This design comes from an exercise in tuning for small area on the open sky130 flow, not from production work.
RTL that was checked went through simulation tests only; none was proved equivalent to the original.
Function not checked in runs 5 and 6: the RTL went through the layout flow alone.
Power figures rest on the tool's default switching activity, not on a simulated workload.

$ cat design/flow/config.mk
export PLATFORM = sky130hd
export DESIGN_NAME = modbus_slave
export DESIGN_NICKNAME = modbus_slave
export VERILOG_FILES = /design/flow/design.v
export SDC_FILE = /design/flow/constraint.sdc
export NUM_CORES = 4
export LEC_CHECK = 0
export CAP_MARGIN = 20
export CORE_MARGIN = 2
export CORE_UTILIZATION = 66
export SLEW_MARGIN = 20
$ cat design/flow/flow/run.sh
#!/bin/bash
# Layout flow: the standard ORFS flow (standard.sh: unchanged synthesis,
# floorplan, placement, routing), except that
#  - every input and output port still gets its own buffer, but a
#    sky130_fd_sc_hd__buf_1 (the resizer upsizes or rebuffers where needed);
#  - clock-tree synthesis runs without dummy load cells.
# Each tool's full output stays in orfs/logs/; make's own output goes to
# flow_make.log in the work folder.
set -euo pipefail
CTS="-sink_clustering_enable -repair_clock_nets -dont_use_dummy_load"
CTS="$CTS -buf_list sky130_fd_sc_hd__clkbuf_8 -sink_clustering_size 20 -sink_clustering_max_diameter 60"
bash standard.sh "CTS_ARGS=$CTS" "BUFFER_PORTS_ARGS=-buffer_cell sky130_fd_sc_hd__buf_1" finish > flow_make.log 2>&1
$ cat design/flow/design.v
module modbus_crc16 (
    input  wire [15:0] crc_in,
    input  wire [7:0]  data,
    output reg  [15:0] crc_out
);
    integer b;
    always @(*) begin
        crc_out = crc_in ^ {8'h00, data};
        for (b = 0; b < 8; b = b + 1) begin
            if (crc_out[0])
                crc_out = (crc_out >> 1) ^ 16'hA001;
            else
                crc_out = crc_out >> 1;
        end
    end
endmodule
module modbus_slave (
    input  wire        clk,
    input  wire        rst,
    input  wire [31:0] cfg_baud,
    input  wire [7:0]  cfg_slave_id,
    input  wire [15:0] cfg_base,
    input  wire [15:0] cfg_size,
    input  wire [31:0] cfg_timeout,
    input  wire        poll_req,
    output wire        poll_done,
    output wire [7:0]  alarm_code,
    output wire        busy,
    output wire        fault,
    input  wire        rx_avail,
    input  wire [7:0]  rx_data,
    output wire        rx_pop,
    output wire        tx_push,
    output reg  [7:0]  tx_data,
    output wire        tx_flush_req,
    input  wire        tx_flush_done,
    input  wire [31:0] clk_now,
    input  wire        tick_us,
    input  wire        dir_set,
    output wire        de,
    output wire        de_oe,
    output wire [15:0] st_idx,
    output wire        st_rd,
    input  wire [15:0] st_rdata,
    output wire        st_wr,
    output wire [15:0] st_wdata
);
    localparam L = 63;                       
    localparam [4:0]
        S_IDLE  = 5'd0,
        S_PSTART= 5'd1,
        S_RXA   = 5'd2,      
        S_RXB   = 5'd3,      
        S_RXC   = 5'd4,      
        S_WD0   = 5'd20,     
        S_WD1   = 5'd21,     
        S_DISP  = 5'd5,
        S_DRY   = 5'd6,      
        S_PMR   = 5'd7,
        S_W06   = 5'd8,
        S_TXW   = 5'd9,
        S_TXH   = 5'd10,
        S_RD    = 5'd11,
        S_HI    = 5'd12,
        S_LO    = 5'd13,
        S_CRC1  = 5'd14,
        S_CRC2  = 5'd15,
        S_FLUSH = 5'd16,
        S_HOLD  = 5'd17,
        S_DONE  = 5'd18,
        S_FAULT = 5'd19;
    reg [4:0]  state;
    reg [8*L-1:0] ring;
    reg [5:0]  ph;
    reg [5:0]  cur;
    reg [26:0] acc;
    reg        acc_c;
    reg [31:0] last_act;
    reg [15:0] crc;
    wire [16:0] idx = acc[16:0];
    wire [4:0]  rem = cur[4:0];
    reg [2:0]  md;           
    reg        alarm;
    reg        dir_en;
    reg        first;        
    reg [4:0]  wph;          
    reg        wbr;          
    reg        wgt;          
    wire [7:0] r1 = ring[8*(L-1) +: 8];      
    wire [7:0] r2 = ring[8*(L-2) +: 8];      
    wire [7:0] r3 = ring[8*(L-3) +: 8];
    wire [7:0] r4 = ring[8*(L-4) +: 8];
    wire [7:0] r5 = ring[8*(L-5) +: 8];
    wire [7:0] r6 = ring[8*(L-6) +: 8];
    wire [7:0] r7 = ring[8*(L-7) +: 8];
    function automatic [27:0] add27(input [26:0] a, input [26:0] b, input cin);
        integer k;
        reg c;
        begin
            c = cin;
            for (k = 0; k < 27; k = k + 1) begin
                add27[k] = a[k] ^ b[k] ^ c;
                c = (a[k] & b[k]) | (c & (a[k] ^ b[k]));
            end
            add27[27] = c;
        end
    endfunction
    wire [7:0]  f_id   = r1;
    wire [7:0]  f_fc   = r2;
    wire [15:0] f_addr = {r3, r4};
    wire [15:0] f_qty  = {r5, r6};
    wire [7:0]  f_bc   = r7;
    wire [27:0] sub_w   = add27({11'd0, f_addr}, {11'd0, ~cfg_base}, 1'b1);
    wire [16:0] sub     = {~sub_w[16], sub_w[15:0]};      
    wire        addr_lt = sub[16];
    function automatic gt16(input [15:0] a, input [15:0] b, input cin);
        integer k;
        reg c;
        begin
            c = cin;
            for (k = 0; k < 16; k = k + 1)
                c = (a[k] & ~b[k]) | (~(a[k] ^ b[k]) & c);
            gt16 = c;
        end
    endfunction
    wire        qty_gt  = gt16(f_qty, cfg_size, 1'b0);
    wire        qty_gt29= (f_qty[15:5] != 11'd0) || (f_qty[4:1] == 4'b1111);
    wire [4:0]  qty_sat = (f_qty[15:5] != 11'd0) ? 5'd31 : f_qty[4:0];
    wire [27:0] lenm9   = add27({21'd0, cur}, 27'd55, 1'b0);   
    wire        bc_ok   = (f_bc[7:6] == 2'd0) && (f_bc[5:0] == lenm9[5:0]) && (cur != 6'd8);
    wire        frame_ok= (cur[5:3] != 3'd0) && (f_id == cfg_slave_id) && (crc == 16'd0);
    wire        idx_out = idx[16] | gt16(idx[15:0], cfg_size, 1'b1);
    wire        fast    = (cfg_baud[31:15] != 17'd0) || gt16({1'b0, cfg_baud[14:0]}, 16'd19200, 1'b0);
    wire [14:0] b       = fast ? 15'd20000 : cfg_baud[14:0];
    wire        done    = acc[26];
    wire        exc     = md[2];
    wire        is03    = (md == 3'b001);
    wire        pop     = (state == S_RXC) && (done || first);
    wire        cap     = (state == S_RXA) && rx_avail && (ph == cur);
    wire        ld15 = pop;
    wire        ld35 = (state == S_FLUSH) && tx_flush_done;
    wire        ld   = ld15 | ld35;
    wire [27:0] ph_inc  = add27({21'd0, ph},  27'd0, 1'b1);
    wire [27:0] wph_inc = add27({22'd0, wph}, 27'd0, 1'b1);
    wire [27:0] cur_inc = add27({21'd0, cur}, 27'd0, 1'b1);
    wire [27:0] rem_dec = add27({22'd0, rem}, {22'd0, 5'b11111}, 1'b0);
    wire [15:0] crc_next;
    modbus_crc16 u_crc (.crc_in(crc), .data(tx_data), .crc_out(crc_next));
    wire        w_n   = clk_now[wph];
    wire        w_l   = last_act[0];
    wire        w_t   = cfg_timeout[wph];
    wire        w_bi  = (wph != 5'd0) && wbr;
    wire        w_gi  = (wph != 5'd0) && wgt;
    wire        w_e   = w_n ^ w_l ^ w_bi;
    wire        w_bo  = (~w_n & w_l) | (~(w_n ^ w_l) & w_bi);
    wire        w_go  = (w_e & ~w_t) | (~(w_e ^ w_t) & w_gi);
    wire txh_last = (md[2] | md[0]) ? (ph == 6'd2) : (ph == 6'd5);
    assign busy         = (state != S_IDLE) && (state != S_FAULT);
    assign fault        = (state == S_FAULT);
    assign poll_done    = (state == S_DONE);
    assign alarm_code   = {7'd0, alarm};
    assign rx_pop       = pop;
    assign tx_push      = (state == S_TXH) || (state == S_HI) || (state == S_LO) ||
                          (state == S_CRC1) || (state == S_CRC2);
    assign tx_flush_req = (state == S_FLUSH);
    assign de_oe        = dir_en;
    assign de           = dir_en && ((state == S_TXH) || (state == S_RD) || (state == S_HI) ||
                                     (state == S_LO) || (state == S_CRC1) || (state == S_CRC2) ||
                                     (state == S_FLUSH));
    assign st_idx       = idx[15:0];
    assign st_wdata     = {r1, r2};
    assign st_rd        = (state == S_RD) && (rem != 5'd0);
    wire   pmr_slot     = ph[0] && ((ph[5:3] != 3'd0) || (ph[2:1] == 2'b11));
    assign st_wr        = !idx_out && (((state == S_W06) && (ph == 6'd4)) ||
                                       ((state == S_PMR) && (rem != 5'd0) && pmr_slot));
    wire        ldsub = (state == S_DISP || state == S_TXH) && ph == 6'd0;
    wire        step  = (state == S_DRY) || ((state == S_PMR) && pmr_slot) || (state == S_LO);
    wire        cnt   = (state == S_RXA) || (state == S_RXB) || (state == S_RXC) || (state == S_HOLD);
    localparam [26:0] K15 = 27'd52108863;    
    localparam [26:0] K35 = 27'd32108863;    
    wire [16:0] acc_a = ld15  ? K15[16:0] :
                        ld35  ? K35[16:0] :
                        ldsub ? sub : acc[16:0];
    wire [16:0] acc_b = (ld | (tick_us & cnt)) ? {2'd0, b} : {16'd0, step};
    wire [27:0] acc_w = add27({10'd0, acc_a}, {10'd0, acc_b}, 1'b0);
    wire [27:0] acc_h = add27({17'd0, acc[26:17]}, 27'd0, acc_c);
    wire [26:0] acc_n = {ld15 ? K15[26:17] : ld35 ? K35[26:17] : acc_h[9:0], acc_w[16:0]};
    always @(*) begin
        case (state)
        S_HI:   tx_data = st_rdata[15:8];
        S_LO:   tx_data = st_rdata[7:0];
        S_CRC1: tx_data = exc ? crc[15:8] : crc[7:0];
        S_CRC2: tx_data = exc ? crc[7:0]  : crc[15:8];
        S_TXH: begin
            if (ph == 6'd2 && exc)
                tx_data = {6'd0, md[1:0]};
            else if (ph == 6'd2 && is03)
                tx_data = {r4[6:0], 1'b0};           
            else
                tx_data = {r1[7] | (exc && ph == 6'd1), r1[6:0]};
        end
        default: tx_data = r1;
        endcase
    end
    always @(posedge clk) begin
        ring <= {ring[8*(L-1)-1:0], cap ? rx_data : r1};
        ph   <= (ph == L-1 || rst) ? 6'd0 : ph_inc[5:0];
        acc  <= acc_n;
        acc_c <= acc_w[17];
        wbr  <= w_bo;
        wgt  <= w_go;
        if (rst || (state == S_PSTART && rx_avail)) begin
            last_act <= clk_now;
            wph      <= 5'd0;
        end else begin
            last_act <= {last_act[0], last_act[31:1]};
            wph      <= wph_inc[4:0];
        end
        if (state == S_PSTART)
            first <= 1'b1;
        else if (pop)
            first <= 1'b0;
        if (ldsub)
            cur <= {1'b0, qty_sat};
        else if (step)
            cur <= {1'b0, rem_dec[4:0]};
        if (state == S_PSTART || (pop && cur == 6'd63) || (state == S_TXW && ph == L-1))
            crc <= 16'hFFFF;
        else if (((state == S_RXB) && (ph == cur)) ||
                 (state == S_TXH) || (state == S_HI) || (state == S_LO))
            crc <= crc_next;
        if (rst) begin
            state    <= S_IDLE;
            alarm    <= 1'b0;
            dir_en   <= 1'b0;
        end else begin
            case (state)
            S_IDLE: begin
                if (dir_set)
                    dir_en <= 1'b1;
                if (poll_req)
                    state <= S_PSTART;
            end
            S_PSTART: begin
                cur <= 6'd0;
                state <= rx_avail ? S_RXA : S_WD0;
            end
            S_WD0: begin
                if (wph == 5'd31)
                    state <= S_WD1;
            end
            S_WD1: begin
                if (wph == 5'd31) begin
                    if (w_go)
                        alarm <= 1'b1;
                    state <= S_DONE;
                end
            end
            S_RXA: begin
                if (rx_avail) begin
                    if (cur == 6'd63)
                        state <= S_RXC;
                    else if (ph == cur)
                        state <= S_RXB;
                end else if (done) begin
                    state <= S_DISP;         
                end
            end
            S_RXB: begin
                if (ph == cur)
                    state <= S_RXC;
            end
            S_RXC: begin
                if (pop) begin
                    cur   <= cur_inc[5:0];
                    state <= S_RXA;
                end
            end
            S_DISP: begin
                if (ph == 6'd0) begin
                    if (!frame_ok)
                        state <= S_DONE;
                    else if (f_fc == 8'h03) begin
                        if (addr_lt) begin
                            md <= 3'b110; state <= S_TXW;
                        end else if (qty_gt) begin
                            md <= 3'b111; state <= S_TXW;
                        end else if (qty_gt29)
                            state <= S_FAULT;
                        else begin
                            md <= 3'b001; state <= S_DRY;
                        end
                    end else if (f_fc == 8'h06) begin
                        if (addr_lt) begin
                            md <= 3'b110; state <= S_TXW;
                        end else begin
                            md <= 3'b000; state <= S_W06;
                        end
                    end else if (f_fc == 8'h10) begin
                        if (addr_lt) begin
                            md <= 3'b110; state <= S_TXW;
                        end else if (qty_gt) begin
                            md <= 3'b111; state <= S_TXW;
                        end else if (!bc_ok)
                            state <= S_DONE;
                        else begin
                            md <= 3'b000; state <= S_PMR;
                        end
                    end else begin
                        md <= 3'b101; state <= S_TXW;
                    end
                end
            end
            S_DRY: begin
                if (rem == 5'd0)
                    state <= S_TXW;
                else if (idx_out)
                    state <= S_FAULT;
                else begin
                end
            end
            S_W06: begin
                if (ph == 6'd4)
                    state <= idx_out ? S_FAULT : S_TXW;
            end
            S_PMR: begin
                if (rem == 5'd0)
                    state <= S_TXW;
                else if (ph == L-1)
                    state <= S_FAULT;            
                else if (pmr_slot) begin
                    if (idx_out)
                        state <= S_FAULT;
                    else begin
                    end
                end
            end
            S_TXW: begin
                if (ph == L-1)
                    state <= S_TXH;
            end
            S_TXH: begin
                if (txh_last)
                    state <= is03 ? S_RD : S_CRC1;
            end
            S_RD: begin
                state <= (rem == 5'd0) ? S_CRC1 : S_HI;
            end
            S_HI: state <= S_LO;
            S_LO: begin
                state <= S_RD;
            end
            S_CRC1: state <= S_CRC2;
            S_CRC2: state <= S_FLUSH;
            S_FLUSH: begin
                if (tx_flush_done)
                    state <= S_HOLD;
            end
            S_HOLD: begin
                if (done) begin
                    if (!exc)
                        alarm <= 1'b0;
                    state <= S_DONE;
                end
            end
            S_DONE:  state <= S_IDLE;
            S_FAULT: state <= S_FAULT;
            default: state <= S_FAULT;
            endcase
        end
    end
endmodule
$ cat design/flow/constraint.sdc
create_clock -name core_clock -period 10.0 [get_ports {clk}]
set_input_delay 2.0000 -clock core_clock [delete_from_list [all_inputs] [get_ports {clk}]]
set_output_delay 2.0000 -clock core_clock [all_outputs]
set_load 0.01 [all_outputs]
$ cat design/flow/standard.sh
#!/bin/bash
# synth_recipe.tcl (not shown) runs the flow's synth.tcl, then flattens the netlist and writes it again
# the make line also repeats each setting of config.mk as NAME=value (left out here)
make -C /OpenROAD-flow-scripts/flow DESIGN_CONFIG=/design/flow/config.mk WORK_HOME=/design/flow/orfs CLKGATE_MAP_FILE= SYNTH_SCRIPT=/design/flow/synth_recipe.tcl "${@:-finish}"
==> impl_metrics.yaml, run 1 <==
clock_tree:
  clk_latency_ns: 0.58
  clkTransAtPathRegs_ns: 0.12
  hold_buffers: 0
  cts_resized: 0
  post-cts-setup-buffer-count: 0
  h-tree-depth: 2
  clockRootBuffer: "clkbuf_8"
  clockBufferDepth: 3
  cts.sink_count: 610
  cts_tree: "yes"
  numCtsBuffers: 41
final_layout:
  seq_area_sq_um: 12200
  fill_cells: 1946
  multi_input_area_sq_um: 5840
  drive_gt1_share_pct: 7.54
  diodes: 0
  finalNetCount: 1933
  layout_common_cells: "dfxtp_1, buf_1, nand2_1"
  fin_area_sq_um: 20300
  finish.utilization_pct: 72.7
  final_common_cell: "dfxtp_1"
  area_growth_pct: 8.15
synthesis:
  netlist_instances: 1475
  synthArstFlopShare_pct: 0
  post_synth.cell_area_avg_sq_um: 12.7
  ys_ff_latch: 610
  seq_area_frac_synth_pct: 65.2
  synth_flop_cell: "dfxtp_1"
  synth-edff-count: 3
  yosys_warnings: 2
  syn_area_sq_um: 18800
  synth.distinct_cells: 74
setup_path:
  cp.arrival_ns: 8.90
  worstPathRequired_ns: 10.45
  worst-setup-path-type: "register to register"
  start_kind: "register"
  endpoint: "acc[16]$_DFF_P_"
  reg2reg_depth: 25
  endpoint_kind: "register"
  reg2reg_slack_ns: 1.55
  reg2reg_to: "acc[16]$_DFF_P_"
  crit_start: "state[4]$_SDFFE_PP0P_"
  worstReg2RegStart: "state[4]$_SDFFE_PP0P_"
  worst-path-max-fanout: 19
floorplan:
  ios: 225
  die_w_um: 173
  dieArea_sq_um: 29800
  core-area_sq_um: 27900
  row_count: 61
  die_h_um: 173
  initial_core_util_pct: 67.2
sta:
  fmax_mhz: 118
  slew-limit-headroom_pct: 30.4
  finClkSkew_ns: 0.0725
  post-route-min-period_ns: 8.45
  timing.final.crit_share_pct: 84.5
  max_slew.worst_pin.slew_ns: 1.04
  hold_viol: 0
  grt_setup_unrepaired: "false"
  finalSetupViolations: 0
  finalMaxSlewViolations: 0
  fin_tns_setup_ns: 0
route:
  wire_per_inst_um: 18.5
  drt_iter0_drc: 713
  via_per_inst: 5.46
  wl_um: 38000
  dr.pass1.iters: 7
  drt.antenna.violating_nets: 0
  vias: 11176
  drcViolationCount: 0
flow_run:
  drv_cap: 0
power_and_ir_drop:
  power_density_nw_per_um2: 232
  p_leak_nw: 8.25
  vdd_drop_max_uv: 173
global_routing:
  grt_pass1_vias: 11472
  grt_start_max_net_pins: 38
  grt_use_total_pct: 25.6
  overflow: 0
  use_met2_pct: 42.7
  met3_usage_pct: 4.82
  grt_first_pass_wirelength_um: 60300
  antenna_found_initial: 4
  grt_busiest_layer: "met2"
  grt_use_met1_pct: 34.1
placement:
  detailed_place.area_sq_um: 19700
  hpwl_um: 27500
  portBuffers: 217
  routabilityCongestion: 0.940
run_status:
  status: "no timing/DRC/antenna violations"
worst_hold_path:
  hold_path_class: "register to register"
[per-layer routing]
| metal | vias to the layer above | wire length, um |
|---|---|---|
| met1 | 5359 | 16300 |
| met5 | - | 10 |
| met2 | 399 | 17900 |
| met4 | 2 | 1120 |
| li1 | 5331 | - |
| met3 | 85 | 2580 |
[cell usage after synthesis, drive strengths merged (3+ instances only)]
master,n,area share (%)
a31oi,11,0.37
a21o,16,0.64
o211ai,17,0.71
a211o,4,0.19
a211oi,7,0.35
ha,64,4.3
a41oi,4,0.19
nor2,61,1.2
dfxtp,607,65
or4,3,0.12
a21oi,42,1.1
o21ai,54,1.4
o21bai,4,0.16
o21a,13,0.52
nand3,19,0.51
inv,65,1.3
o31a,3,0.14
and3,6,0.20
a311oi,3,0.14
o22ai,3,0.10
xor2,16,0.79
mux2,40,2.4
fa,30,3.2
mux4,20,2.4
nor4,19,0.63
xnor2,27,1.3
and2,23,0.77
nand4,5,0.17
a221o,10,0.53
or3,9,0.30
nand2b,18,0.60
o2111ai,3,0.14
buf,50,1.9
clkbuf,32,0.64
mux2i,18,0.96
nor3,21,0.59
nor2b,18,0.64
a221oi,5,0.27
nand2,75,1.5
edfxtp,3,0.48
[how the worst min path moves through the flow]
| stage | slack [ns] | cells after the start | endpoint | from |
|---|---|---|---|---|
| after global placement | 0.31 | 0 | ring[315]$_DFF_P_ | ring[307]$_DFF_P_ |
| after CTS | 0.29 | 0 | ring[31]$_DFF_P_ | ring[23]$_DFF_P_ |
| after floorplan | 0.31 | 0 | ring[100]$_DFF_P_ | ring[92]$_DFF_P_ |
| final | 0.29 | 0 | ring[490]$_DFF_P_ | ring[482]$_DFF_P_ |
| after detailed placement | 0.31 | 0 | ring[12]$_DFF_P_ | ring[4]$_DFF_P_ |
| after global routing | 0.27 | 0 | ring[31]$_DFF_P_ | ring[23]$_DFF_P_ |
[report_power, final]
part	switching (mW)	internal, mW	total (mW)
Combinational	0.514	0.396	0.910
Clock	0.678	0.370	1.05
Sequential	0.148	2.61	2.76
Total	1.34	3.38	4.72
[flip-flops by register name, summed over array words and instances (netlist names), 3 cells and up]
name	flops
ring	504
last_act	32
acc	27
crc	16
cur	6
ph	6
state	5
wph	5
md	3
[cell type report]
class                           instances  area share (%)
Sequential cell                       610            60.3
Timing Repair Buffer                  230            4.59
Multi-Input combinational cell        722            28.8
Inverter                               67            1.24
Tap cell                              378            2.33
Clock buffer                           41            2.78
[kinds of logic (layout without fill, tap and decap cells)]
family	count (synthesis)	count (layout)	share of synthesized area, %
buffers and inverters	149	338	3.88
DFF	610	610	65.2
and+or+nand+nor	288	288	7.84
muxes	78	78	5.76
xor gates and xnor gates	45	45	2.33
other	1	7	0.0200
adders and majority gates	94	94	7.46
AOI/OAI and AO/OA	210	210	7.50
[per-stage QoR]
step	cells	hold WS, ns	setup slack [ns]	total power [mW]
final	2048	0.289	1.55	4.72
after global routing	2048	0.266	1.15	4.95
after CTS	2047	0.286	1.57	4.74
after detailed placement	2006	0.312	1.03	3.72
after global placement	2006	0.311	1.20	3.68
after floorplan	1481	0.310	1.38	3.46
[worst max-delay path: stages (launching register included)]
cell and delay, ns:
dfxtp_1 0.82, clkinv_1 0.54, nand2_1 0.22, o21ai_0 0.09, o2111ai_1 0.39, a21oi_1 0.29, a21o_1 0.24, ha_1 0.19
fa_1 0.37, fa_1 0.38, fa_1 0.39, fa_1 0.39, fa_1 0.39, fa_1 0.39, fa_1 0.39, fa_1 0.39
fa_1 0.39, fa_1 0.39, fa_1 0.39, fa_1 0.37, inv_1 0.08, fa_1 0.18, fa_1 0.16, inv_1 0.04
ha_1 0.19, ha_1 0.30
==> run 2: changes to the inputs <==
--- a/design/flow/config.mk
+++ b/design/flow/config.mk
@@ -7,5 +7,6 @@
 export LEC_CHECK = 0
 export CAP_MARGIN = 20
 export CORE_MARGIN = 2
-export CORE_UTILIZATION = 66
+export CORE_UTILIZATION = 58
+export GPL_TIMING_DRIVEN = 0
 export SLEW_MARGIN = 20
==> run 2 against run 1 <==
Net effect: still clean on timing, DRC and antenna; synthesized cell count unchanged; clock skew decreased by 0.025 ns; final area increased by 1.9%; first-iteration DRC count decreased by 14%; setup slack got worse by 1.1 ns; global-route usage decreased by 3.3 points; largest power group unchanged.
==> impl_metrics.yaml, run 2 <==
route:
  drt_iter0_drc: 612
  drcViolationCount: 0
  via_per_inst: 5.24
  drt.antenna.violating_nets: 0
  vias: 11204
  dr.pass1.iters: 5
  wl_um: 37100
  wire_per_inst_um: 17.3
setup_path:
  endpoint_kind: "register"
  path_depth: 29
  worst-setup-path-type: "register to register"
  cp.arrival_ns: 9.99
  worstPathRequired_ns: 10.42
  cp_num_buf_inv: 6
  crit_family: "adder cells"
  max_stage_delay_ns: 0.77
  cp_slowest_cell: "nor2_1"
  start_kind: "register"
  path_common_cell: "fa_1"
  worst-path-max-fanout: 10
  reg2reg_depth: 29
synthesis:
  yosys_warnings: 2
  synth.distinct_cells: 74
  yosysMostFrequentCell: "dfxtp_1"
  ys_ff_latch: 610
  syn_area_sq_um: 18800
  post_synth.cell_area_avg_sq_um: 12.7
  synthArstFlopShare_pct: 0
  seq_area_frac_synth_pct: 65.2
  synth_area_leaders: "dfxtp_1, ha_1, fa_1"
  synth_area_leader_cell: "dfxtp_1"
  synthTopCellsByCount: "dfxtp_1, nand2_1, inv_1, ha_1, nor2_1"
  synth_top_area_share_pct: 64.7
  netlist_instances: 1475
  synth_flop_cell: "dfxtp_1"
  synth-edff-count: 3
floorplan:
  initial_core_util_pct: 59.2
  core-area_sq_um: 31700
  row_count: 65
  die_w_um: 184
  die_h_um: 184
  dieArea_sq_um: 33800
  ios: 225
clock_tree:
  h-tree-depth: 2
  clk_latency_ns: 0.56
  cts_resized: 0
  clockRootBuffer: "clkbuf_8"
  post-cts-setup-buffer-count: 0
  hold_buffers: 0
  clkTransAtPathRegs_ns: 0.11
  cts.sink_count: 610
  cts_tree: "yes"
  numCtsBuffers: 41
  clockBufferDepth: 3
power_and_ir_drop:
  power_switching_mw: 1.32
  vdd_drop_max_uv: 166
  power_density_nw_per_um2: 229
  p_seq_share_pct: 57.3
  internal_power_mw: 3.41
  clkPwrFrac_pct: 21.8
  p_leak_nw: 8.46
  total_power_mw: 4.73
  p_comb_share_pct: 20.9
  netSwitchingFraction_pct: 27.9
final_layout:
  diodes: 0
  top_register: "ring"
  area_growth_pct: 10.2
  fill_cells: 2488
  multi_input_area_sq_um: 5830
  drive_gt1_share_pct: 9.15
  layoutNonFillerInstCount: 2140
  finish.utilization_pct: 65.2
  final_common_cell: "dfxtp_1"
  fin_area_sq_um: 20700
  finalNetCount: 2001
  top_regs: "ring x504, last_act x32, acc x27"
  layout_common_cells: "dfxtp_1, buf_1, nand2_1"
  seq_area_sq_um: 12200
  largest_reg_flops: 504
placement:
  portBuffers: 216
  dpl_worst_slack_ns: 0.343
  detailed_place.area_sq_um: 20100
  hpwl_um: 27800
  dp.cells: 2099
  routabilityCongestion: 0.914
global_routing:
  grt_pass1_vias: 10847
  antenna_found_initial: 0
  grt_first_pass_wirelength_um: 58200
  grt_start_max_net_pins: 21
  grt_use_total_pct: 22.2
  overflow: 0
sta:
  max_slew.worst_pin.slew_ns: 1.10
  finalSetupViolations: 0
  hold_viol: 0
  grt_setup_unrepaired: "false"
  fin_tns_setup_ns: 0
  finalMaxSlewViolations: 0
  finalWorstSetupSlack_ns: 0.425
  post-route-min-period_ns: 9.58
  slew-limit-headroom_pct: 26.3
  fin_hold_ws_ns: 0.325
  fmax_mhz: 104
  timing.final.crit_share_pct: 95.8
  finClkSkew_ns: 0.0476
worst_hold_path:
  hold_path_class: "register to register"
  worstHoldPathCells: 0
run_status:
  status: "no timing/DRC/antenna violations"
flow_run:
  drv_cap: 0
## run 2: cell counts after synthesis
Identical to the previous run, type by type.
## run 2: logic make-up (layout without fill, tap and decap cells)
logic type / after synthesis / in the layout / synth area share [%]
AND/OR/NAND/NOR: 288 / 288 / 7.84
AO/OA/AOI/OAI: 210 / 210 / 7.50
other: 1 / 7 / 0.0200
buffers and inverters: 149 / 406 / 3.88
XOR/XNOR: 45 / 45 / 2.33
multiplexers: 78 / 78 / 5.76
adder cells (fa/ha/maj): 94 / 94 / 7.46
flip-flops: 610 / 610 / 65.2
## run 2: metal layers
metal | track usage, % | wire length, um | up-vias | share of wire, %
li1 | - | - | 5458 | -
met1 | 31.0 | 17100 | 5258 | 46
met4 | 7.46 | 1130 | 0 | 3.0
met2 | 34.6 | 16100 | 410 | 44
met5 | 0 | 0 | - | 0
met3 | 4.85 | 2740 | 78 | 7.4
## run 2: final cells by class
cell class,instances,area share (%)
Buffer,82,2.31
Clock buffer,41,2.73
Inverter,67,1.22
Multi-Input combinational cell,722,28.2
Sequential cell,610,59.2
Tap cell,402,2.43
Timing Repair Buffer,216,3.92
## run 2: power groups by stage
stage / logic [mW] / registers (mW) / clock network [mW]
2_1_floorplan: 0.723 / 2.73 / 0
3_3_place_gp: 0.967 / 2.76 / 0
3_5_place_dp: 0.982 / 2.77 / 0
4_1_cts: 0.987 / 2.71 / 1.08
5_1_grt: 1.11 / 2.73 / 1.17
6_report: 0.989 / 2.71 / 1.03
## run 2: worst reg2reg max path, delay by kind of cell (launching register included)
family	cells	cell delay, ns
buf+inv	6	1.35
fa+ha+maj	17	5.75
flops	1	0.30
simple gates	3	1.02
compound gates	3	1.01
## run 2: path summary, 6_finish.rpt
path | from | slack (ns) | to
max | state[0]$_SDFFE_PP0P_ | 0.42 | acc[16]$_DFF_P_
min | ring[82]$_DFF_P_ | 0.33 | ring[90]$_DFF_P_
max reg2reg | state[0]$_SDFFE_PP0P_ | 0.42 | acc[16]$_DFF_P_
min reg2reg | ring[82]$_DFF_P_ | 0.33 | ring[90]$_DFF_P_
==> run 3: changes to the inputs <==
--- a/design/flow/config.mk
+++ b/design/flow/config.mk
@@ -8,5 +8,7 @@
 export CAP_MARGIN = 20
 export CORE_MARGIN = 2
 export CORE_UTILIZATION = 58
-export GPL_TIMING_DRIVEN = 0
+export CTS_BUF_LIST = sky130_fd_sc_hd__clkbuf_16
+export CTS_CLUSTER_DIAMETER = 80
+export CTS_CLUSTER_SIZE = 30
 export SLEW_MARGIN = 20
==> run 3 against run 2 <==
Net effect: sequential share of layout area increased by 0.99 points; critical endpoint unchanged; highest routed layer unchanged; first-iteration DRC count decreased by 2.3%; worst hold slack worse by 0.053 ns; synthesized area stayed put; combinational power down 8.3%; still clean on timing, DRC and antenna; largest power group unchanged; cell count shrank 3.1%; critical path depth fell by 4; via count is 2.9% lower; non-clock buffer count is 67 lower; clock power is essentially flat; die area unchanged; register-to-register slack better by 1.0 ns.
==> impl_metrics.yaml, run 3 <==
run_status:
  status: "no timing/DRC/antenna violations"
synthesis:
  synth_area_leaders: "dfxtp_1, ha_1, fa_1"
  synthTopCellsByCount: "dfxtp_1, nand2_1, inv_1, ha_1, nor2_1"
  netlist_instances: 1475
  seq_area_frac_synth_pct: 65.2
  synthArstFlopShare_pct: 0
  synth-edff-count: 3
  yosys_warnings: 2
  post_synth.cell_area_avg_sq_um: 12.7
  ys_ff_latch: 610
  syn_area_sq_um: 18800
  synth_area_leader_cell: "dfxtp_1"
  synth_flop_cell: "dfxtp_1"
  yosysMostFrequentCell: "dfxtp_1"
  synth_top_area_share_pct: 64.7
  synth.distinct_cells: 74
clock_tree:
  cts_resized: 0
  post-cts-setup-buffer-count: 0
  clkTransAtPathRegs_ns: 0.11
  cts.sink_count: 610
  clockBufferDepth: 3
  cts_tree: "yes"
  clk_latency_ns: 0.58
  clockRootBuffer: "clkbuf_8"
  numCtsBuffers: 41
  hold_buffers: 0
  h-tree-depth: 2
setup_path:
  start_kind: "register"
  endpoint_kind: "register"
  path_common_cell: "fa_1"
  worst-setup-path-type: "register to register"
  crit_family: "adder cells"
  cp.arrival_ns: 9.00
  worst-path-max-fanout: 19
  cp_num_buf_inv: 3
  max_stage_delay_ns: 0.79
  worstPathRequired_ns: 10.44
  cp_slowest_cell: "dfxtp_1"
sta:
  fin_tns_setup_ns: 0
  timing.final.crit_share_pct: 85.6
  finalMaxSlewViolations: 0
  hold_viol: 0
  fin_hold_ws_ns: 0.272
  finClkSkew_ns: 0.0834
  finalWorstSetupSlack_ns: 1.44
  max_slew.worst_pin.slew_ns: 1.05
  post-route-min-period_ns: 8.56
  finalSetupViolations: 0
  grt_setup_unrepaired: "false"
  fmax_mhz: 117
  slew-limit-headroom_pct: 30.3
final_layout:
  final_common_cell: "dfxtp_1"
  largest_reg_flops: 504
  area_growth_pct: 8.35
  drive_gt1_share_pct: 7.60
  diodes: 0
  top_register: "ring"
  top_regs: "ring x504, last_act x32, acc x27"
  layoutNonFillerInstCount: 2073
  fill_cells: 2482
  layout_common_cells: "dfxtp_1, buf_1, nand2_1"
  finalNetCount: 1934
floorplan:
  dieArea_sq_um: 33800
  core-area_sq_um: 31700
  initial_core_util_pct: 59.2
  row_count: 65
  die_h_um: 184
  ios: 225
  die_w_um: 184
power_and_ir_drop:
  power_density_nw_per_um2: 231
  total_power_mw: 4.69
  vdd_drop_max_uv: 142
  p_leak_nw: 8.25
route:
  drt_iter0_drc: 598
  dr.pass1.iters: 5
  drcViolationCount: 0
  wire_per_inst_um: 17.3
  vias: 10882
  drt.antenna.violating_nets: 0
  wl_um: 36000
  via_per_inst: 5.25
placement:
  dp.cells: 2031
  hpwl_um: 26300
  routabilityCongestion: 0.912
  portBuffers: 217
  dpl_worst_slack_ns: 0.914
global_routing:
  grt_use_total_pct: 21.5
  grt_pass1_vias: 10640
  antenna_found_initial: 1
  grt_first_pass_wirelength_um: 56200
  grt_start_max_net_pins: 41
  overflow: 0
worst_hold_path:
  hold_path_class: "register to register"
flow_run:
  drv_cap: 0
[run 3: cell counts after synthesis]
Identical to the previous run, type by type.
[run 3: logic make-up after synthesis]
group | share of synthesized area [%]
mux | 5.76
flops | 65.2
buf+inv | 3.88
simple gates | 7.84
xor+xnor | 2.33
compound gates | 7.50
fa+ha+maj | 7.46
other cells | 0.0200
[run 3: report_power, final]
group | switching (mW) | leakage (nW) | internal [mW] | total [mW]
registers | 0.134 | 4.95 | 2.61 | 2.75
clock network | 0.666 | 0.295 | 0.370 | 1.04
logic | 0.510 | 3.01 | 0.397 | 0.907
[run 3: metal layers]
metal | vias to the layer above | global-route usage, % | share of wire, %
met5 | - | 0 | 0
met4 | 0 | 5.57 | 1.9
met1 | 5141 | 30.0 | 48
met3 | 52 | 4.54 | 6.6
li1 | 5338 | - | -
met2 | 351 | 34.2 | 44
[run 3: final cells by class]
cell class | instances | area [sq um] | area share, %
repair buffers | 231 | 940 | 4.62
well taps | 402 | 503 | 2.47
inverters | 67 | 251 | 1.24
multi-input cells | 722 | 5840 | 28.7
clock buffers | 41 | 564 | 2.77
flip-flops and latches | 610 | 12200 | 60.2
[run 3: path summary, 6_finish.rpt]
kind	startpoint	end	slack [ns]	depth (start not counted)
max	state[4]$_SDFFE_PP0P_	acc[16]$_DFF_P_	1.44	25
min	ring[15]$_DFF_P_	ring[23]$_DFF_P_	0.27	0
max reg2reg	state[4]$_SDFFE_PP0P_	acc[16]$_DFF_P_	1.44	25
min reg2reg	ring[15]$_DFF_P_	ring[23]$_DFF_P_	0.27	0
[run 3: per-stage QoR]
| step | util, % | cell area [sq um] |
|---|---|---|
| 2_1_floorplan | - | 18800 |
| 4_1_cts | 64.0 | 20300 |
| 5_1_grt | 64.1 | 20300 |
| 6_report | 64.1 | 20300 |
| 3_3_place_gp | 62.3 | 19800 |
| 3_5_place_dp | 62.3 | 19800 |
==> run 4: changes to the inputs <==
--- a/design/flow/design.v
+++ b/design/flow/design.v
@@ -45,7 +45,7 @@
     output wire        st_wr,
     output wire [15:0] st_wdata
 );
-    localparam L = 63;                       
+    localparam L = 64;                       
     localparam [4:0]
         S_IDLE  = 5'd0,
         S_PSTART= 5'd1,
@@ -83,7 +83,7 @@
     reg        alarm;
     reg        dir_en;
     reg        first;        
-    reg [4:0]  wph;          
+    wire [4:0] wph = ph[4:0];    
     reg        wbr;          
     reg        wgt;          
     wire [7:0] r1 = ring[8*(L-1) +: 8];      
@@ -141,7 +141,6 @@
     wire        ld35 = (state == S_FLUSH) && tx_flush_done;
     wire        ld   = ld15 | ld35;
     wire [27:0] ph_inc  = add27({21'd0, ph},  27'd0, 1'b1);
-    wire [27:0] wph_inc = add27({22'd0, wph}, 27'd0, 1'b1);
     wire [27:0] cur_inc = add27({21'd0, cur}, 27'd0, 1'b1);
     wire [27:0] rem_dec = add27({22'd0, rem}, {22'd0, 5'b11111}, 1'b0);
     wire [15:0] crc_next;
@@ -170,7 +169,7 @@
     assign st_idx       = idx[15:0];
     assign st_wdata     = {r1, r2};
     assign st_rd        = (state == S_RD) && (rem != 5'd0);
-    wire   pmr_slot     = ph[0] && ((ph[5:3] != 3'd0) || (ph[2:1] == 2'b11));
+    wire   pmr_slot     = ph[0] && ((ph[5:3] != 3'd0) || (ph[2:1] == 2'b11)) && (ph != 6'd63);
     assign st_wr        = !idx_out && (((state == S_W06) && (ph == 6'd4)) ||
                                        ((state == S_PMR) && (rem != 5'd0) && pmr_slot));
     wire        ldsub = (state == S_DISP || state == S_TXH) && ph == 6'd0;
@@ -204,22 +203,19 @@
     end
     always @(posedge clk) begin
         ring <= {ring[8*(L-1)-1:0], cap ? rx_data : r1};
-        ph   <= (ph == L-1 || rst) ? 6'd0 : ph_inc[5:0];
+        ph   <= rst ? 6'd0 : ph_inc[5:0];
         acc  <= acc_n;
         acc_c <= acc_w[17];
         wbr  <= w_bo;
         wgt  <= w_go;
-        if (rst || (state == S_PSTART && rx_avail)) begin
+        if (rst || (first && wph == 5'd31))
             last_act <= clk_now;
-            wph      <= 5'd0;
-        end else begin
+        else
             last_act <= {last_act[0], last_act[31:1]};
-            wph      <= wph_inc[4:0];
-        end
-        if (state == S_PSTART)
-            first <= 1'b1;
-        else if (pop)
+        if (rst || pop)
             first <= 1'b0;
+        else if (state == S_PSTART && rx_avail)
+            first <= 1'b1;
         if (ldsub)
             cur <= {1'b0, qty_sat};
         else if (step)
@@ -258,9 +254,7 @@
             end
             S_RXA: begin
                 if (rx_avail) begin
-                    if (cur == 6'd63)
-                        state <= S_RXC;
-                    else if (ph == cur)
+                    if (ph == cur)
                         state <= S_RXB;
                 end else if (done) begin
                     state <= S_DISP;         
==> run 4 against run 3 <==
Net effect: still clean; sequential cell count up 3; via count down 0.30%; core utilization down 0.17 points; total power shrank 1.6%; setup slack better by 0.058 ns; combinational power down 7.5%.
==> impl_metrics.yaml, run 4 <==
run_status:
  status: "no timing/DRC/antenna violations"
synthesis:
  post_synth.cell_area_avg_sq_um: 12.8
  syn_area_sq_um: 18800
  synth_area_leader_cell: "dfxtp_1"
  seq_area_frac_synth_pct: 65.6
  netlist_instances: 1465
  synth_flop_cell: "dfxtp_1"
  synth_area_leaders: "dfxtp_1, ha_1, fa_1"
  yosys_warnings: 2
  synth-edff-count: 3
  synth_top_area_share_pct: 65.1
  synthArstFlopShare_pct: 0
  synthTopCellsByCount: "dfxtp_1, nand2_1, inv_1, nor2_1, ha_1"
  yosysMostFrequentCell: "dfxtp_1"
  ys_ff_latch: 613
  synth.distinct_cells: 86
clock_tree:
  cts.sink_count: 613
  clockBufferDepth: 3
  clockRootBuffer: "clkbuf_8"
  cts_resized: 0
  cts_tree: "yes"
  post-cts-setup-buffer-count: 0
  clkTransAtPathRegs_ns: 0.12
  h-tree-depth: 2
  hold_buffers: 0
  numCtsBuffers: 40
  clk_latency_ns: 0.61
global_routing:
  grt_first_pass_wirelength_um: 57000
  grt_start_max_net_pins: 33
  antenna_found_initial: 2
  overflow: 0
  grt_use_met1_pct: 31.8
  grt_use_total_pct: 22.1
  grt_pass1_vias: 10472
  met3_usage_pct: 3.47
  grt_busiest_layer: "met2"
  use_met2_pct: 35.0
sta:
  finalMaxSlewViolations: 0
  timing.final.crit_share_pct: 85.0
  fmax_mhz: 118
  finalSetupViolations: 0
  finClkSkew_ns: 0.104
  fin_tns_setup_ns: 0
  slew-limit-headroom_pct: 31.7
  max_slew.worst_pin.slew_ns: 1.02
  hold_viol: 0
  grt_setup_unrepaired: "false"
  post-route-min-period_ns: 8.50
placement:
  hpwl_um: 28000
  portBuffers: 217
  routabilityCongestion: 0.909
setup_path:
  worstPathRequired_ns: 10.44
  cp_slowest_cell: "dfxtp_1"
  endpoint_kind: "register"
  cp.arrival_ns: 8.95
  cp_num_buf_inv: 4
  path_common_cell: "fa_1"
  worst-setup-path-type: "register to register"
  max_stage_delay_ns: 0.79
  start_kind: "register"
  crit_family: "adder cells"
  worst-path-max-fanout: 21
floorplan:
  die_h_um: 184
  die_w_um: 184
  ios: 225
  initial_core_util_pct: 59.1
  core-area_sq_um: 31700
  row_count: 65
  dieArea_sq_um: 33800
final_layout:
  drive_gt1_share_pct: 8.01
  top_register: "ring"
  finalNetCount: 1919
  diodes: 0
  finish.utilization_pct: 64.0
  area_growth_pct: 8.18
  largest_reg_flops: 512
  layout_common_cells: "dfxtp_1, buf_1, nand2_1"
  final_common_cell: "dfxtp_1"
  top_regs: "ring x512, last_act x32, acc x27"
power_and_ir_drop:
  power_density_nw_per_um2: 227
  p_leak_nw: 8.28
  vdd_drop_max_uv: 191
worst_hold_path:
  hold_path_class: "register to register"
route:
  drt.antenna.violating_nets: 0
  dr.pass1.iters: 5
  wl_um: 37500
  wire_per_inst_um: 18.2
  via_per_inst: 5.26
  drt_iter0_drc: 656
  drcViolationCount: 0
  vias: 10849
flow_run:
  drv_cap: 0
## run 4: cell families (layout without fill, tap and decap cells)
kind of cell / Yosys count / in the layout / synth area share (%)
AOI/OAI and AO/OA: 202 / 202 / 7.35
xor gates and xnor gates: 44 / 44 / 2.32
adders and majority gates: 90 / 90 / 7.21
buffers and inverters: 148 / 337 / 3.88
DFF: 613 / 613 / 65.6
muxes: 81 / 81 / 6.00
other: 1 / 7 / 0.0200
and+or+nand+nor: 286 / 286 / 7.64
## run 4: metal layers
| layer | vias up | share of wire (%) |
|---|---|---|
| met4 | 2 | 1.9 |
| met2 | 339 | 44 |
| met5 | - | 0.032 |
| li1 | 5311 | - |
| met3 | 54 | 6.1 |
| met1 | 5143 | 48 |
## run 4: final timing paths
path | start | endpoint | slack (ns) | cells after the start
max | state[4]$_SDFFE_PP0P_ | acc[16]$_DFF_P_ | 1.50 | 28
min | ring[231]$_DFF_P_ | ring[239]$_DFF_P_ | 0.25 | 0
max reg2reg | state[4]$_SDFFE_PP0P_ | acc[16]$_DFF_P_ | 1.50 | 28
min reg2reg | ring[231]$_DFF_P_ | ring[239]$_DFF_P_ | 0.25 | 0
## run 4: layout make-up
cell class	instances	area [sq um]
multi-input combinational	710	5770
inverter	66	248
clock buffer	40	551
sequential	613	12300
fill	2545	11400
timing repair buffer	231	920
tap	402	503
## run 4: report_power, final
group / internal [mW] / leakage, nW / switching (mW)
Combinational: 0.358 / 3.03 / 0.481
Clock: 0.361 / 0.288 / 0.664
Sequential: 2.62 / 4.96 / 0.132
## run 4: per-stage QoR
stage | area, sq um | worst slack (ns) | instances | hold WS, ns | power [mW]
finish | 20300 | 1.50 | 2062 | 0.251 | 4.61
global route | 20300 | 1.12 | 2062 | 0.234 | 4.87
global placement | 19700 | 1.10 | 2022 | 0.309 | 3.62
floorplan | 18800 | 1.25 | 1471 | 0.310 | 3.40
detailed placement | 19700 | 1.04 | 2022 | 0.312 | 3.64
CTS | 20300 | 1.52 | 2062 | 0.240 | 4.65
## run 4: worst reg2reg max path, delay by kind of cell, from the launching register on
kind	cells	cell delay, ns
simple gates	6	1.12
flops	1	0.79
buf+inv	4	0.70
fa+ha+maj	17	5.73
compound gates	1	0.08
==> run 5: changes to the inputs <==
--- a/design/flow/design.v
+++ b/design/flow/design.v
@@ -45,7 +45,7 @@
     output wire        st_wr,
     output wire [15:0] st_wdata
 );
-    localparam L = 64;                       
+    localparam L = 63;                       
     localparam [4:0]
         S_IDLE  = 5'd0,
         S_PSTART= 5'd1,
@@ -68,7 +68,9 @@
         S_FLUSH = 5'd16,
         S_HOLD  = 5'd17,
         S_DONE  = 5'd18,
-        S_FAULT = 5'd19;
+        S_FAULT = 5'd19,
+        S_DISPQ = 5'd22,     
+        S_DISPA = 5'd23;     
     reg [4:0]  state;
     reg [8*L-1:0] ring;
     reg [5:0]  ph;
@@ -83,7 +85,7 @@
     reg        alarm;
     reg        dir_en;
     reg        first;        
-    wire [4:0] wph = ph[4:0];    
+    reg [4:0]  wph;          
     reg        wbr;          
     reg        wgt;          
     wire [7:0] r1 = ring[8*(L-1) +: 8];      
@@ -110,9 +112,6 @@
     wire [15:0] f_addr = {r3, r4};
     wire [15:0] f_qty  = {r5, r6};
     wire [7:0]  f_bc   = r7;
-    wire [27:0] sub_w   = add27({11'd0, f_addr}, {11'd0, ~cfg_base}, 1'b1);
-    wire [16:0] sub     = {~sub_w[16], sub_w[15:0]};      
-    wire        addr_lt = sub[16];
     function automatic gt16(input [15:0] a, input [15:0] b, input cin);
         integer k;
         reg c;
@@ -123,14 +122,16 @@
             gt16 = c;
         end
     endfunction
-    wire        qty_gt  = gt16(f_qty, cfg_size, 1'b0);
+    wire        qty_gt  = md[0];                 
     wire        qty_gt29= (f_qty[15:5] != 11'd0) || (f_qty[4:1] == 4'b1111);
     wire [4:0]  qty_sat = (f_qty[15:5] != 11'd0) ? 5'd31 : f_qty[4:0];
     wire [27:0] lenm9   = add27({21'd0, cur}, 27'd55, 1'b0);   
     wire        bc_ok   = (f_bc[7:6] == 2'd0) && (f_bc[5:0] == lenm9[5:0]) && (cur != 6'd8);
     wire        frame_ok= (cur[5:3] != 3'd0) && (f_id == cfg_slave_id) && (crc == 16'd0);
-    wire        idx_out = idx[16] | gt16(idx[15:0], cfg_size, 1'b1);
-    wire        fast    = (cfg_baud[31:15] != 17'd0) || gt16({1'b0, cfg_baud[14:0]}, 16'd19200, 1'b0);
+    wire        idx_out = idx[16] | gt16(idx[15:0], cfg_size, state != S_DISPQ);
+    reg         fast;
+    always @(posedge clk)
+        fast <= (cfg_baud[31:15] != 17'd0) || gt16({1'b0, cfg_baud[14:0]}, 16'd19200, 1'b0);
     wire [14:0] b       = fast ? 15'd20000 : cfg_baud[14:0];
     wire        done    = acc[26];
     wire        exc     = md[2];
@@ -141,6 +142,7 @@
     wire        ld35 = (state == S_FLUSH) && tx_flush_done;
     wire        ld   = ld15 | ld35;
     wire [27:0] ph_inc  = add27({21'd0, ph},  27'd0, 1'b1);
+    wire [27:0] wph_inc = add27({22'd0, wph}, 27'd0, 1'b1);
     wire [27:0] cur_inc = add27({21'd0, cur}, 27'd0, 1'b1);
     wire [27:0] rem_dec = add27({22'd0, rem}, {22'd0, 5'b11111}, 1'b0);
     wire [15:0] crc_next;
@@ -169,19 +171,23 @@
     assign st_idx       = idx[15:0];
     assign st_wdata     = {r1, r2};
     assign st_rd        = (state == S_RD) && (rem != 5'd0);
-    wire   pmr_slot     = ph[0] && ((ph[5:3] != 3'd0) || (ph[2:1] == 2'b11)) && (ph != 6'd63);
+    wire   pmr_slot     = ph[0] && ((ph[5:3] != 3'd0) || (ph[2:1] == 2'b11));
     assign st_wr        = !idx_out && (((state == S_W06) && (ph == 6'd4)) ||
                                        ((state == S_PMR) && (rem != 5'd0) && pmr_slot));
-    wire        ldsub = (state == S_DISP || state == S_TXH) && ph == 6'd0;
+    wire        ldsub = (state == S_DISPA || state == S_TXH) && ph == 6'd0;
+    wire        ldq   = (state == S_DISP) && ph == 6'd0;
     wire        step  = (state == S_DRY) || ((state == S_PMR) && pmr_slot) || (state == S_LO);
     wire        cnt   = (state == S_RXA) || (state == S_RXB) || (state == S_RXC) || (state == S_HOLD);
     localparam [26:0] K15 = 27'd52108863;    
     localparam [26:0] K35 = 27'd32108863;    
     wire [16:0] acc_a = ld15  ? K15[16:0] :
                         ld35  ? K35[16:0] :
-                        ldsub ? sub : acc[16:0];
-    wire [16:0] acc_b = (ld | (tick_us & cnt)) ? {2'd0, b} : {16'd0, step};
-    wire [27:0] acc_w = add27({10'd0, acc_a}, {10'd0, acc_b}, 1'b0);
+                        ldsub ? {1'b0, f_addr} :
+                        ldq   ? {1'b0, f_qty} : acc[16:0];
+    wire [16:0] acc_b = ldsub ? {1'b1, ~cfg_base} :
+                        (ld | (tick_us & cnt)) ? {2'd0, b} : {16'd0, step};
+    wire [27:0] acc_w = add27({10'd0, acc_a}, {10'd0, acc_b}, ldsub);
+    wire        addr_lt = acc_w[16];
     wire [27:0] acc_h = add27({17'd0, acc[26:17]}, 27'd0, acc_c);
     wire [26:0] acc_n = {ld15 ? K15[26:17] : ld35 ? K35[26:17] : acc_h[9:0], acc_w[16:0]};
     always @(*) begin
@@ -203,19 +209,22 @@
     end
     always @(posedge clk) begin
         ring <= {ring[8*(L-1)-1:0], cap ? rx_data : r1};
-        ph   <= rst ? 6'd0 : ph_inc[5:0];
+        ph   <= (ph == L-1 || rst) ? 6'd0 : ph_inc[5:0];
         acc  <= acc_n;
         acc_c <= acc_w[17];
         wbr  <= w_bo;
         wgt  <= w_go;
-        if (rst || (first && wph == 5'd31))
+        if (rst || (state == S_PSTART && rx_avail)) begin
             last_act <= clk_now;
-        else
+            wph      <= 5'd0;
+        end else begin
             last_act <= {last_act[0], last_act[31:1]};
-        if (rst || pop)
-            first <= 1'b0;
-        else if (state == S_PSTART && rx_avail)
+            wph      <= wph_inc[4:0];
+        end
+        if (state == S_PSTART)
             first <= 1'b1;
+        else if (pop)
+            first <= 1'b0;
         if (ldsub)
             cur <= {1'b0, qty_sat};
         else if (step)
@@ -254,7 +263,9 @@
             end
             S_RXA: begin
                 if (rx_avail) begin
-                    if (ph == cur)
+                    if (cur == 6'd63)
+                        state <= S_RXC;
+                    else if (ph == cur)
                         state <= S_RXB;
                 end else if (done) begin
                     state <= S_DISP;         
@@ -271,10 +282,16 @@
                 end
             end
             S_DISP: begin
+                if (ph == 6'd0)
+                    state <= frame_ok ? S_DISPQ : S_DONE;
+            end
+            S_DISPQ: begin
+                md    <= {2'b00, idx_out};
+                state <= S_DISPA;
+            end
+            S_DISPA: begin
                 if (ph == 6'd0) begin
-                    if (!frame_ok)
-                        state <= S_DONE;
-                    else if (f_fc == 8'h03) begin
+                    if (f_fc == 8'h03) begin
                         if (addr_lt) begin
                             md <= 3'b110; state <= S_TXW;
                         end else if (qty_gt) begin
==> run 5 against run 4 <==
Net effect: via count up 3.9%; still clean on timing, DRC and antenna; synthesized area down 1.1%; global-route usage up 1.8 points.
==> impl_metrics.yaml, run 5 <==
run_status:
  status: "no timing/DRC/antenna violations"
setup_path:
  worstPathRequired_ns: 10.41
  worst-path-max-fanout: 2
  cp.arrival_ns: 10.07
  max_stage_delay_ns: 0.49
  start_kind: "input pin"
  worstReg2RegStart: "state[4]$_SDFFE_PP0P_"
  cp_slowest_cell: "fa_2"
  endpoint_kind: "register"
  crit_start: "tx_flush_done"
  path_common_cell: "fa_1"
  worst-setup-path-type: "input pin to register"
  reg2reg_slack_ns: 0.45
route:
  wire_per_inst_um: 18.8
  via_per_inst: 5.30
  drt_iter0_drc: 815
  drcViolationCount: 0
  dr.pass1.iters: 5
  vias: 11273
  drt.antenna.violating_nets: 0
  wl_um: 39900
sta:
  max_slew.worst_pin.slew_ns: 0.950
  fin_hold_ws_ns: 0.305
  post-route-min-period_ns: 9.66
  finalMaxSlewViolations: 0
  fmax_mhz: 104
  hold_viol: 0
  finClkSkew_ns: 0.0929
  timing.final.crit_share_pct: 96.6
  slew-limit-headroom_pct: 36.4
  finalSetupViolations: 0
  grt_setup_unrepaired: "false"
  fin_tns_setup_ns: 0
clock_tree:
  cts_tree: "yes"
  clkTransAtPathRegs_ns: 0.11
  numCtsBuffers: 41
  clk_latency_ns: 0.59
  clockRootBuffer: "clkbuf_8"
  cts.sink_count: 611
  clockBufferDepth: 3
  h-tree-depth: 2
synthesis:
  synth.distinct_cells: 81
  syn_area_sq_um: 18500
  synth-edff-count: 3
  synth_flop_cell: "dfxtp_1"
  post_synth.cell_area_avg_sq_um: 12.3
  synthArstFlopShare_pct: 0
  yosys_warnings: 2
  synthTopCellsByCount: "dfxtp_1, nor2_1, nand2_1, inv_1, ha_1"
  synth_top_area_share_pct: 65.6
  synth_area_leader_cell: "dfxtp_1"
  synth_area_leaders: "dfxtp_1, ha_1, mux2_2"
  seq_area_frac_synth_pct: 66.1
  netlist_instances: 1504
  yosysMostFrequentCell: "dfxtp_1"
  ys_ff_latch: 611
final_layout:
  fill_cells: 2480
  top_register: "ring"
  seq_area_sq_um: 12300
  layoutNonFillerInstCount: 2126
  drive_gt1_share_pct: 10.8
  diodes: 0
  finalNetCount: 1957
  largest_reg_flops: 504
  area_growth_pct: 9.84
  top_regs: "ring x504, last_act x32, acc x27"
  fin_area_sq_um: 20400
  final_common_cell: "dfxtp_1"
  layout_common_cells: "dfxtp_1, buf_1, nor2_1"
  multi_input_area_sq_um: 5670
floorplan:
  die_w_um: 183
  initial_core_util_pct: 58.8
  core-area_sq_um: 31600
  row_count: 65
  dieArea_sq_um: 33400
  ios: 225
  die_h_um: 183
global_routing:
  antenna_found_initial: 1
  overflow: 0
  grt_use_total_pct: 23.9
  grt_pass1_vias: 11120
  grt_first_pass_wirelength_um: 61200
  grt_start_max_net_pins: 44
placement:
  detailed_place.area_sq_um: 19700
  dp.cells: 2082
  portBuffers: 217
  routabilityCongestion: 0.934
  hpwl_um: 29800
worst_hold_path:
  hold_path_class: "register to register"
  min_from: "ring[357]$_DFF_P_"
flow_run:
  drv_cap: 0
power_and_ir_drop:
  p_leak_nw: 8.16
  power_density_nw_per_um2: 241
  vdd_drop_max_uv: 153
  total_power_mw: 4.90
==> run 5: changes by cell type after synthesis, sizes merged, moves of 6 or more <==
| cell | before | now |
|---|---|---|
| a21o | 16 | 5 |
| a31oi | 9 | 18 |
| and3 | 10 | 4 |
| fa | 30 | 18 |
| ha | 60 | 46 |
| inv | 64 | 52 |
| nand2 | 81 | 105 |
| nand3 | 16 | 29 |
| nand4 | 8 | 14 |
| nor2 | 66 | 108 |
| nor3 | 20 | 36 |
==> run 5: critical path, delay by kind of cell <==
kind                     cells  cell delay (ns)
AO/OA/AOI/OAI                6             0.75
adder cells (fa/ha/maj)     17             6.47
AND/OR/NAND/NOR              5             0.62
buffers and inverters        2             0.19
==> run 5: cells by family after synthesis <==
logic type      Yosys count  synth area share (%)
simple gates            361                  9.35
flops                   611                  66.1
buf+inv                 143                  3.79
xor+xnor                 46                  2.54
mux                      78                  5.85
fa+ha+maj                64                  5.05
compound gates          200                  7.29
other cells               1                0.0202
==> run 5: path summary, 6_finish.rpt <==
kind                      endpoint  depth (start not counted)
max          state[1]$_SDFFE_PP0P_                         30
min              ring[365]$_DFF_P_                          0
max reg2reg  state[1]$_SDFFE_PP0P_                         31
min reg2reg      ring[365]$_DFF_P_                          0
==> run 5: report_power, final <==
group / internal, mW / switching (mW)
Sequential: 2.64 / 0.134
Combinational: 0.467 / 0.629
Clock: 0.369 / 0.669
==> run 5: final cells by class <==
class | instances | area share [%]
Clock buffer | 41 | 2.77
Inverter | 56 | 1.03
Multi-Input combinational cell | 756 | 27.8
Sequential cell | 611 | 60.2
Tap cell | 402 | 2.47
Timing Repair Buffer | 260 | 5.71
==> run 5: per-layer routing <==
metal	share of wire (%)	global-route usage [%]
met3	6.9	4.90
met4	2.2	6.62
met2	45	38.2
met5	0	0
met1	46	33.3
==> run 5: repair_timing <==
item,4_1_cts,5_1_grt
gates resized for setup,0,6
setup endpoints to repair,0,3
hold buffers,0,0
setup buffers,0,2
==> run 5: per-stage QoR <==
step           utilization, %  worst slack [ns]
4_1_cts                  64.4             0.127
2_1_floorplan               -            0.0761
3_5_place_dp             62.6            -0.400
5_1_grt                  64.6            0.0195
6_report                 64.6             0.342
3_3_place_gp             62.6            -0.296
==> run 6: changes to the inputs <==
--- a/design/flow/design.v
+++ b/design/flow/design.v
@@ -70,7 +70,8 @@
         S_DONE  = 5'd18,
         S_FAULT = 5'd19,
         S_DISPQ = 5'd22,     
-        S_DISPA = 5'd23;     
+        S_DISPA = 5'd23,     
+        S_DISPB = 5'd24;     
     reg [4:0]  state;
     reg [8*L-1:0] ring;
     reg [5:0]  ph;
@@ -108,7 +109,7 @@
         end
     endfunction
     wire [7:0]  f_id   = r1;
-    wire [7:0]  f_fc   = r2;
+    wire [7:0]  f_fc   = r1;                 
     wire [15:0] f_addr = {r3, r4};
     wire [15:0] f_qty  = {r5, r6};
     wire [7:0]  f_bc   = r7;
@@ -123,10 +124,13 @@
         end
     endfunction
     wire        qty_gt  = md[0];                 
-    wire        qty_gt29= (f_qty[15:5] != 11'd0) || (f_qty[4:1] == 4'b1111);
+    wire [15:0] f_qty1  = {r4, r5};          
+    wire        qty_gt29= (f_qty1[15:5] != 11'd0) || (f_qty1[4:1] == 4'b1111);
     wire [4:0]  qty_sat = (f_qty[15:5] != 11'd0) ? 5'd31 : f_qty[4:0];
     wire [27:0] lenm9   = add27({21'd0, cur}, 27'd55, 1'b0);   
-    wire        bc_ok   = (f_bc[7:6] == 2'd0) && (f_bc[5:0] == lenm9[5:0]) && (cur != 6'd8);
+    wire [7:0]  f_bc1   = r6;                
+    wire        bc_ok_1 = (f_bc1[7:6] == 2'd0) && (f_bc1[5:0] == lenm9[5:0]) && (cur != 6'd8);
+    wire        bc_ok   = md[1];             
     wire        frame_ok= (cur[5:3] != 3'd0) && (f_id == cfg_slave_id) && (crc == 16'd0);
     wire        idx_out = idx[16] | gt16(idx[15:0], cfg_size, state != S_DISPQ);
     reg         fast;
@@ -187,7 +191,7 @@
     wire [16:0] acc_b = ldsub ? {1'b1, ~cfg_base} :
                         (ld | (tick_us & cnt)) ? {2'd0, b} : {16'd0, step};
     wire [27:0] acc_w = add27({10'd0, acc_a}, {10'd0, acc_b}, ldsub);
-    wire        addr_lt = acc_w[16];
+    wire        addr_lt = acc[16];           
     wire [27:0] acc_h = add27({17'd0, acc[26:17]}, 27'd0, acc_c);
     wire [26:0] acc_n = {ld15 ? K15[26:17] : ld35 ? K35[26:17] : acc_h[9:0], acc_w[16:0]};
     always @(*) begin
@@ -286,11 +290,15 @@
                     state <= frame_ok ? S_DISPQ : S_DONE;
             end
             S_DISPQ: begin
-                md    <= {2'b00, idx_out};
+                md    <= {1'b0, bc_ok_1, idx_out};
                 state <= S_DISPA;
             end
             S_DISPA: begin
-                if (ph == 6'd0) begin
+                if (ph == 6'd0)
+                    state <= S_DISPB;
+            end
+            S_DISPB: begin
+                begin
                     if (f_fc == 8'h03) begin
                         if (addr_lt) begin
                             md <= 3'b110; state <= S_TXW;
==> run 6 against run 5 <==
Net effect: synthesized cell count is 1.7% higher; total power is 1.1% lower; register-to-register slack better by 0.45 ns; critical endpoint is now acc[16]$_DFF_P_; count of clock-buffer cells in the layout is 2 higher; worst hold slack better by 0.0040 ns; non-clock buffer count is 15 lower.
==> impl_metrics.yaml, run 6 <==
clock_tree:
  clk_latency_ns: 0.60
  clockBufferDepth: 3
  cts.sink_count: 611
  clkTransAtPathRegs_ns: 0.11
  hold_buffers: 0
  clockRootBuffer: "clkbuf_8"
  post-cts-setup-buffer-count: 0
  numCtsBuffers: 43
  h-tree-depth: 2
  cts_resized: 0
  cts_tree: "yes"
floorplan:
  dieArea_sq_um: 33900
  core-area_sq_um: 31700
  row_count: 65
  initial_core_util_pct: 59.3
  die_h_um: 184
  die_w_um: 184
  ios: 225
sta:
  max_slew.worst_pin.slew_ns: 0.830
  finalSetupViolations: 0
  fmax_mhz: 110
  post-route-min-period_ns: 9.10
  finalMaxSlewViolations: 0
  finalWorstSetupSlack_ns: 0.898
  hold_viol: 0
  fin_tns_setup_ns: 0
  slew-limit-headroom_pct: 44.6
  grt_setup_unrepaired: "false"
  finClkSkew_ns: 0.0830
  timing.final.crit_share_pct: 91.0
setup_path:
  endpoint_kind: "register"
  reg2reg_slack_ns: 0.90
  start_kind: "register"
  worst-setup-path-type: "register to register"
  reg2reg_to: "acc[16]$_DFF_P_"
  reg2reg_depth: 25
  cp.arrival_ns: 9.55
  worstPathRequired_ns: 10.45
  worst-path-max-fanout: 20
  worstReg2RegStart: "state[2]$_SDFFE_PP0P_"
flow_run:
  drv_cap: 0
route:
  drt_iter0_drc: 871
  drt.antenna.violating_nets: 0
  wl_um: 40200
  via_per_inst: 5.40
  drcViolationCount: 0
  dr.pass1.iters: 5
  wire_per_inst_um: 18.9
  vias: 11505
placement:
  dpl_worst_slack_ns: 0.608
  hpwl_um: 29600
  portBuffers: 217
  routabilityCongestion: 0.922
synthesis:
  synthArstFlopShare_pct: 0
  synth_top_area_share_pct: 64.7
  netlist_instances: 1529
  yosysMostFrequentCell: "dfxtp_1"
  syn_area_sq_um: 18800
  yosys_warnings: 2
  seq_area_frac_synth_pct: 65.2
  synth_area_leader_cell: "dfxtp_1"
  synth.distinct_cells: 82
  post_synth.cell_area_avg_sq_um: 12.3
  synth_area_leaders: "dfxtp_1, ha_1, mux2_2"
  ys_ff_latch: 611
  synthTopCellsByCount: "dfxtp_1, nor2_1, nand2_1, a21oi_1, inv_1"
  synth-edff-count: 3
  synth_flop_cell: "dfxtp_1"
power_and_ir_drop:
  clkPwrFrac_pct: 21.9
  power_density_nw_per_um2: 237
  p_comb_share_pct: 20.8
  netSwitchingFraction_pct: 28.8
  internal_power_mw: 3.45
  p_seq_share_pct: 57.3
  p_leak_nw: 8.06
  vdd_drop_max_uv: 186
  power_switching_mw: 1.39
final_layout:
  final_common_cell: "dfxtp_1"
  layout_common_cells: "dfxtp_1, buf_1, nor2_1"
  largest_reg_flops: 504
  area_growth_pct: 8.67
  finalNetCount: 1959
  drive_gt1_share_pct: 9.10
  top_register: "ring"
  top_regs: "ring x504, last_act x32, acc x27"
worst_hold_path:
  worstHoldPathCells: 0
  min_to: "ring[52]$_DFF_P_"
  min_from: "ring[44]$_DFF_P_"
  hold_path_class: "register to register"
global_routing:
  grt_pass1_vias: 11105
  grt_start_max_net_pins: 38
  overflow: 0
  grt_first_pass_wirelength_um: 61600
  antenna_found_initial: 2
  grt_use_total_pct: 23.8
run_status:
  status: "no timing/DRC/antenna violations"
[run 6: per-layer routing]
metal  global-route usage (%)  vias up  wire length [um]
met2                     38.2      441             18100
met5                        0        -                 0
met3                     4.85       80              3080
met4                     7.14        0              1030
met1                     32.9     5424             18100
li1                         -     5560                 -
[run 6: stage by stage]
stage | util, % | power [mW] | hold slack [ns] | std cells | cell area, sq um
after global routing | 64.4 | 5.11 | 0.310 | 2128 | 20400
final | 64.4 | 4.85 | 0.309 | 2129 | 20400
after floorplan | - | 3.53 | 0.310 | 1535 | 18800
after detailed placement | 62.5 | 3.83 | 0.312 | 2084 | 19800
after CTS | 64.3 | 4.88 | 0.298 | 2127 | 20400
after global placement | 62.5 | 3.82 | 0.310 | 2084 | 19800
[run 6: cell families (layout without fill, tap and decap cells)]
kind of cell             Yosys count  after routing  share of synthesized area [%]
flip-flops                       611            611                           65.2
AND/OR/NAND/NOR                  319            319                           8.51
AO/OA/AOI/OAI                    232            232                           8.09
buffers and inverters            163            354                           4.24
multiplexers                      92             92                           6.52
adder cells (fa/ha/maj)           64             64                           4.98
XOR/XNOR                          47             47                           2.45
other                              1              8                         0.0199
[run 6: cell type report]
class / instances / area [sq um]
Antenna cell: 1 / 2.50
Clock buffer: 43 / 592
Fill cell: 2490 / 11300
Inverter: 66 / 248
Multi-Input combinational cell: 761 / 5790
Sequential cell: 611 / 12300
Tap cell: 402 / 503
Timing Repair Buffer: 245 / 1040
[run 6: critical path, stage by stage (launching register included)]
cell	delay (ns)
dfxtp_1	0.85
nand2_1	0.22
nor2_1	0.36
nand2_1	0.32
o21ai_0	0.32
a31oi_1	0.15
nor2_1	0.30
a211oi_1	0.14
fa_1	0.39
fa_1	0.40
fa_1	0.39
fa_1	0.39
fa_1	0.39
fa_1	0.39
fa_1	0.40
fa_1	0.40
fa_1	0.39
fa_1	0.40
fa_1	0.39
fa_1	0.39
fa_1	0.40
fa_1	0.37
inv_1	0.07
fa_1	0.18
fa_1	0.19
fa_1	0.42
[run 6: worst max path at each step]
stage	startpoint	end	slack [ns]	depth (start not counted)
final	state[2]$_SDFFE_PP0P_	acc[16]$_DFF_P_	0.90	25
after global routing	state[2]$_SDFFE_PP0P_	acc[16]$_DFF_P_	0.54	25
after CTS	state[2]$_SDFFE_PP0P_	acc[16]$_DFF_P_	1.04	25
after detailed placement	tx_flush_done	acc[16]$_DFF_P_	0.61	24
after global placement	tx_flush_done	acc[16]$_DFF_P_	0.74	24
after floorplan	tx_flush_done	acc[16]$_DFF_P_	0.82	23
[run 6: power by group through the flow]
| stage | registers [mW] | clock network (mW) | logic (mW) |
|---|---|---|---|
| after floorplan | 2.76 | 0 | 0.776 |
| after global placement | 2.83 | 0 | 0.993 |
| after detailed placement | 2.83 | 0 | 0.998 |
| after CTS | 2.78 | 1.10 | 1.00 |
| after global routing | 2.80 | 1.18 | 1.12 |
| final | 2.78 | 1.06 | 1.01 |

## port drivers added, routing unchanged
Ports are ideal in the flow. The routed layouts listed here were re-timed in OpenROAD. Step 1, drivers: a clkbuf_16 drives clk and a buf_2 each remaining input, both assumed. Step 2 also shifts input and output timing later by t, the mid clock arrival at the registers, as if the neighbouring blocks saw the same clock. a / b / c = no drivers / after step 1 / after step 2; a / b = the first two.
run	shift t [ns]	setup WS [ns]	worst hold slack (ns)	worst slew at a driven data input, ns	pins driven straight from the clock port
run 1	0.586	1.552 / 1.552 / 1.053	0.289 / 0.289 / 0.289	0.06	1
run 2	0.589	0.425 / 0.425 / 0.311	0.325 / 0.325 / 0.325	0.05	1
run 3	0.591	1.440 / 1.440 / 0.903	0.272 / 0.272 / 0.272	0.05	1
run 4	0.598	1.498 / 1.498 / 1.010	0.251 / 0.251 / 0.251	0.08	1
run 5	0.598	0.342 / 0.371 / -0.227	0.305 / 0.305 / 0.305	0.07	1
run 6	0.607	0.898 / 0.898 / 0.608	0.309 / 0.309 / 0.309	0.06	1
Met with ideal ports but missed after step 2: setup timing in run 5. The setup slack of run 5, which loses most, moves by +0.029 ns with the drivers and by -0.569 ns with both steps.
